Source: an optimization exercise on an open RTL-to-GDS flow (aim: small area, a short achievable clock period and few clock cycles). Production flows keep margins and buffers that such runs may drop.
RTL that was checked went through simulation tests only; none was proved equivalent to the original.
Power figures rest on the tool's default switching activity, not on a simulated workload.

Setup of v50:
## sdseq
module sdseq (
    input             clk,
    input             rst,           
    input             op_valid,
    output            op_ready,
    input      [7:0]  op_code,
    input      [63:0] op_arg,
    output reg        rsp_valid,
    output reg [3:0]  rsp_err,
    output     [63:0] rsp_data,
    output reg        cmd_valid,
    output     [24:0] cmd_word,
    input             eng_done,
    output     [14:0] sdcr1,
    output     [14:0] sdcr2,
    output     [27:0] sdtr1,
    output     [27:0] sdtr2,
    output     [24:5] sdcmr,
    output     [13:1] sdrtr,
    output reg        busy,            
    output reg        clk_gate,
    output reg        handle_valid,
    output reg        handle_bank,
    output reg [2:0]  phase1,
    output reg [2:0]  phase2,
    output reg [1:0]  delay_ok,
    output reg        refresh_programmed,
    output     [1:0]  ready
);
    localparam OP_MAKE_CONFIG   = 8'h10;
    localparam OP_CONFIGURE     = 8'h11;
    localparam OP_SEND_COMMAND  = 8'h20;
    localparam OP_SET_WP        = 8'h21;
    localparam OP_SET_NRFS      = 8'h22;
    localparam OP_SET_REFRESH   = 8'h23;
    localparam OP_WP            = 8'h24;
    localparam OP_BANK          = 8'h25;
    localparam OP_DELAY         = 8'h26;
    localparam OP_MEMORY_VIEW   = 8'h30;
    localparam E_OK     = 4'd0;
    localparam E_TZERO  = 4'd5;
    localparam E_RANGE  = 4'd6;
    localparam E_UNAVL  = 4'd7;
    localparam E_NOHND  = 4'd8;
    localparam E_ESZERO = 4'd9;
    localparam E_REFUSE = 4'd15;
    localparam PH_POWERUP   = 3'd0;
    localparam PH_CLKEN     = 3'd1;
    localparam PH_PRECHG    = 3'd2;
    localparam PH_REFRESHED = 3'd3;
    localparam PH_MODELOAD  = 3'd4;
    localparam PH_VIOLATED  = 3'd5;
    localparam M_CLKEN = 3'd1;
    localparam M_PALL  = 3'd2;
    localparam M_AREF  = 3'd3;
    localparam M_LMR   = 3'd4;
    reg [14:0] cr1, cr2;
    reg [27:0] tr1, tr2;
  ...
Settings: LEC_CHECK=0, CAP_MARGIN=20, CORE_MARGIN=2, CORE_UTILIZATION=40, SETUP_SLACK_MARGIN=5, SLEW_MARGIN=20; clock period 10.0 ns.
standard.sh (not shown) runs the stock make flow with config.mk's settings and CLKGATE_MAP_FILE= SYNTH_SCRIPT=/design/flow/synth_recipe.tcl, a recipe that flattens the netlist after the stock synthesis.
==> flow/flow/run.sh <==
#!/bin/bash
set -euo pipefail
bash standard.sh "BUFFER_PORTS_ARGS=-buffer_cell sky130_fd_sc_hd__buf_1" SETUP_SLACK_MARGIN=6.5 finish > standard_flow.log 2>&1
Testbench counts of v50, summed over its fixed seeds: cycles 14,549.
The following lists how v16 was set up differently from v50:
==> flow/flow/run.sh <==
#!/bin/bash
set -euo pipefail
bash standard.sh "BUFFER_PORTS_ARGS=-buffer_cell sky130_fd_sc_hd__buf_1" SETUP_SLACK_MARGIN=6 finish > standard_flow.log 2>&1
v50 closes out successfully: all stages finished, all timing, DRC and antenna checks passed. v16: full flow OK, the timing, design-rule and antenna checks passed. Relative to v50, data arrival time of the critical path increased by 0.13 ns in v16. Changes observed in v16 relative to v50: data required time at the worst endpoint now sits lower; total routed wirelength fell by about 8%; cell leakage power -about 9%. Looking at clock buffer count in the final layout, v16 sits 2 above v50. Relative to v50, met1 usage in global routing has decreased by 1.4 points in v16. Fraction of area in non-clock buffers: v16 lower than v50. Final worst-path setup slack on v16 is down relative to v50. Net switching power of the design improves in v16 relative to v50.
Inputs modified between v16 and v23:
==> flow/flow/run.sh <==
#!/bin/bash
set -euo pipefail
bash standard.sh "BUFFER_PORTS_ARGS=-buffer_cell sky130_fd_sc_hd__buf_1" SETUP_SLACK_MARGIN=5.5 finish > standard_flow.log 2>&1
--- outcome ---
v23 finished all stages; the layout is clean.
Worst hold slack after final layout: lower on v23
The area growth from synthesis to layout in v23 was lower than what v16 gave.
Between v23 and v16, global-route usage is higher for v16, v23 comes in under that.
v23 does worse than v16 on maximum clock frequency.
register to register as the class of the most critical setup path was reported by v16, and primary input to register by v23.
Changes observed in v23 relative to v16: proportion of cell area spent on the clock network did not really move, critical path depth went down, final non-filler cell area went down, sequential share of layout area went up, via count went down.
Final setup slack of the worst path (lower): v23

========
Another version of the RTL of sdseq (not shown whole).
Size in the first run: about 240 flip-flops, roughly 310 I/O pins, roughly 20000 um^2 of cells after synthesis.
export LEC_CHECK = 0
export CAP_MARGIN = 20
export CORE_MARGIN = 2
export CORE_UTILIZATION = 40
export SETUP_SLACK_MARGIN = 5
export SLEW_MARGIN = 20
create_clock -name core_clock -period 10.0 [get_ports {clk}]
==> flow/flow/run.sh <==
#!/bin/bash
# The standard layout (standard.sh), with the ports buffered by the
# smallest buffer cell (sky130_fd_sc_hd__buf_1) instead of the default delay
# buffer, and timing repair aimed at a tighter setup target.
set -euo pipefail
bash standard.sh "BUFFER_PORTS_ARGS=-buffer_cell sky130_fd_sc_hd__buf_1" SETUP_SLACK_MARGIN=6 finish > standard_flow.log 2>&1
The first run finished clean.
Change:
==> flow/flow/run.sh (replaced) <==
#!/bin/bash
# The standard layout (standard.sh), with the ports buffered by the
# smallest buffer cell (sky130_fd_sc_hd__buf_1) instead of the default delay
# buffer; the resizer still upsizes any that timing or slew needs.
set -euo pipefail
bash standard.sh "BUFFER_PORTS_ARGS=-buffer_cell sky130_fd_sc_hd__buf_1" finish > standard_flow.log 2>&1
What happened:
- routed wire length came out lower by about 9%
- total power falls by 12%
- cell area is lower by 9.4%
- clock power came out lower by about 4%
No run of this note included a check of the RTL's function; only the layout flow was run.

========
Another version of the RTL of sdseq (not shown whole).
Size: about 230 flip-flops, about 310 I/O pins.
## sdseq
module sdseq (
    input             clk,
    input             rst,           
    input             op_valid,
    output            op_ready,
    input      [7:0]  op_code,
    input      [63:0] op_arg,
    output reg        rsp_valid,
    output reg [3:0]  rsp_err,
    output     [63:0] rsp_data,
    output reg        cmd_valid,
    output     [24:0] cmd_word,
    input             eng_done,
    output     [14:0] sdcr1,
    output     [14:0] sdcr2,
    output     [27:0] sdtr1,
    output     [27:0] sdtr2,
    output     [24:5] sdcmr,
    output     [13:1] sdrtr,
    output reg        busy,            
    output reg        clk_gate,
    output reg        handle_valid,
    output reg        handle_bank,
    output reg [2:0]  phase1,
    output reg [2:0]  phase2,
    output reg [1:0]  delay_ok,
    output reg        refresh_programmed,
    output     [1:0]  ready
);
Settings: LEC_CHECK=0, CAP_MARGIN=20, CORE_MARGIN=2, CORE_UTILIZATION=40, SLEW_MARGIN=20; clock period 10.0 ns.
==> flow/flow/run.sh <==
#!/bin/bash
set -euo pipefail
bash standard.sh SETUP_SLACK_MARGIN=6.5 finish > standard_flow.log 2>&1
Testbench counts at the start, summed over its fixed seeds: cycles 14,399.
==> next run, changes <==
==> flow/run.sh (new file) <==
#!/bin/bash
# synth_recipe.tcl (not shown) runs the flow's synth.tcl, then flattens the netlist and writes it again
# the make line also repeats each setting of config.mk as NAME=value (left out here)
make -C /OpenROAD-flow-scripts/flow DESIGN_CONFIG=/design/flow/config.mk WORK_HOME=/design/flow/orfs CLKGATE_MAP_FILE= SYNTH_SCRIPT=/design/flow/synth_recipe.tcl finish
SETUP_SLACK_MARGIN = 5   (was unset)
removed: flow/flow/run.sh
removed: flow/standard.sh
Effect:
- The changed run finished with timing, DRC and antenna clean
- fmax is lower by 0.39%
- via count shrinks by 5.9%
- design area fell by 9.0%
- clock skew grows by 0.0052 ns
- setup slack loses 0.020 ns
- power is lower by about 1.4%
- worst hold slack gains 0.0064 ns

## afterwards: timing with drivers on the ports
The flow's constraints put no driver on any port. The routed layouts listed below were extracted and timed again, unchanged, in two steps.
Step 1: set_driving_cell puts a clkbuf_16 on clk and a buf_2 on each other input, an assumption about the parent block.
Step 2 also shifts input and output timing later by t, the mid clock arrival at the registers, as if the neighbouring blocks saw the same clock.
Slacks: no drivers / after step 1 / after step 2; pairs: no drivers / after step 1.
| run | t, ns | setup slack, ns | worst setup path at the end |
|---|---|---|---|
| v50 | 0.645 | 6.031 / 6.037 / 5.393 | input to register |
| v16 | 0.653 | 5.867 / 5.867 / 5.360 | input to register |
| v23 | 0.637 | 5.626 / 5.661 / 5.024 | input to register |
| the first run of note 2 | 0.644 | 5.713 / 5.713 / 5.371 | input to register |
| the second run of note 2 | 0.623 | 5.202 / 5.223 / 4.607 | input to register |
| the first run of note 3 | 0.659 | 4.722 / 4.722 / 4.238 | input to register |
| the second run of note 3 | 0.648 | 4.702 / 4.702 / 4.207 | input to register |
After both steps setup and hold are still met in every run listed. For v50, which loses most, drivers alone change the setup slack by +0.006 ns; drivers and shift together by -0.638 ns.
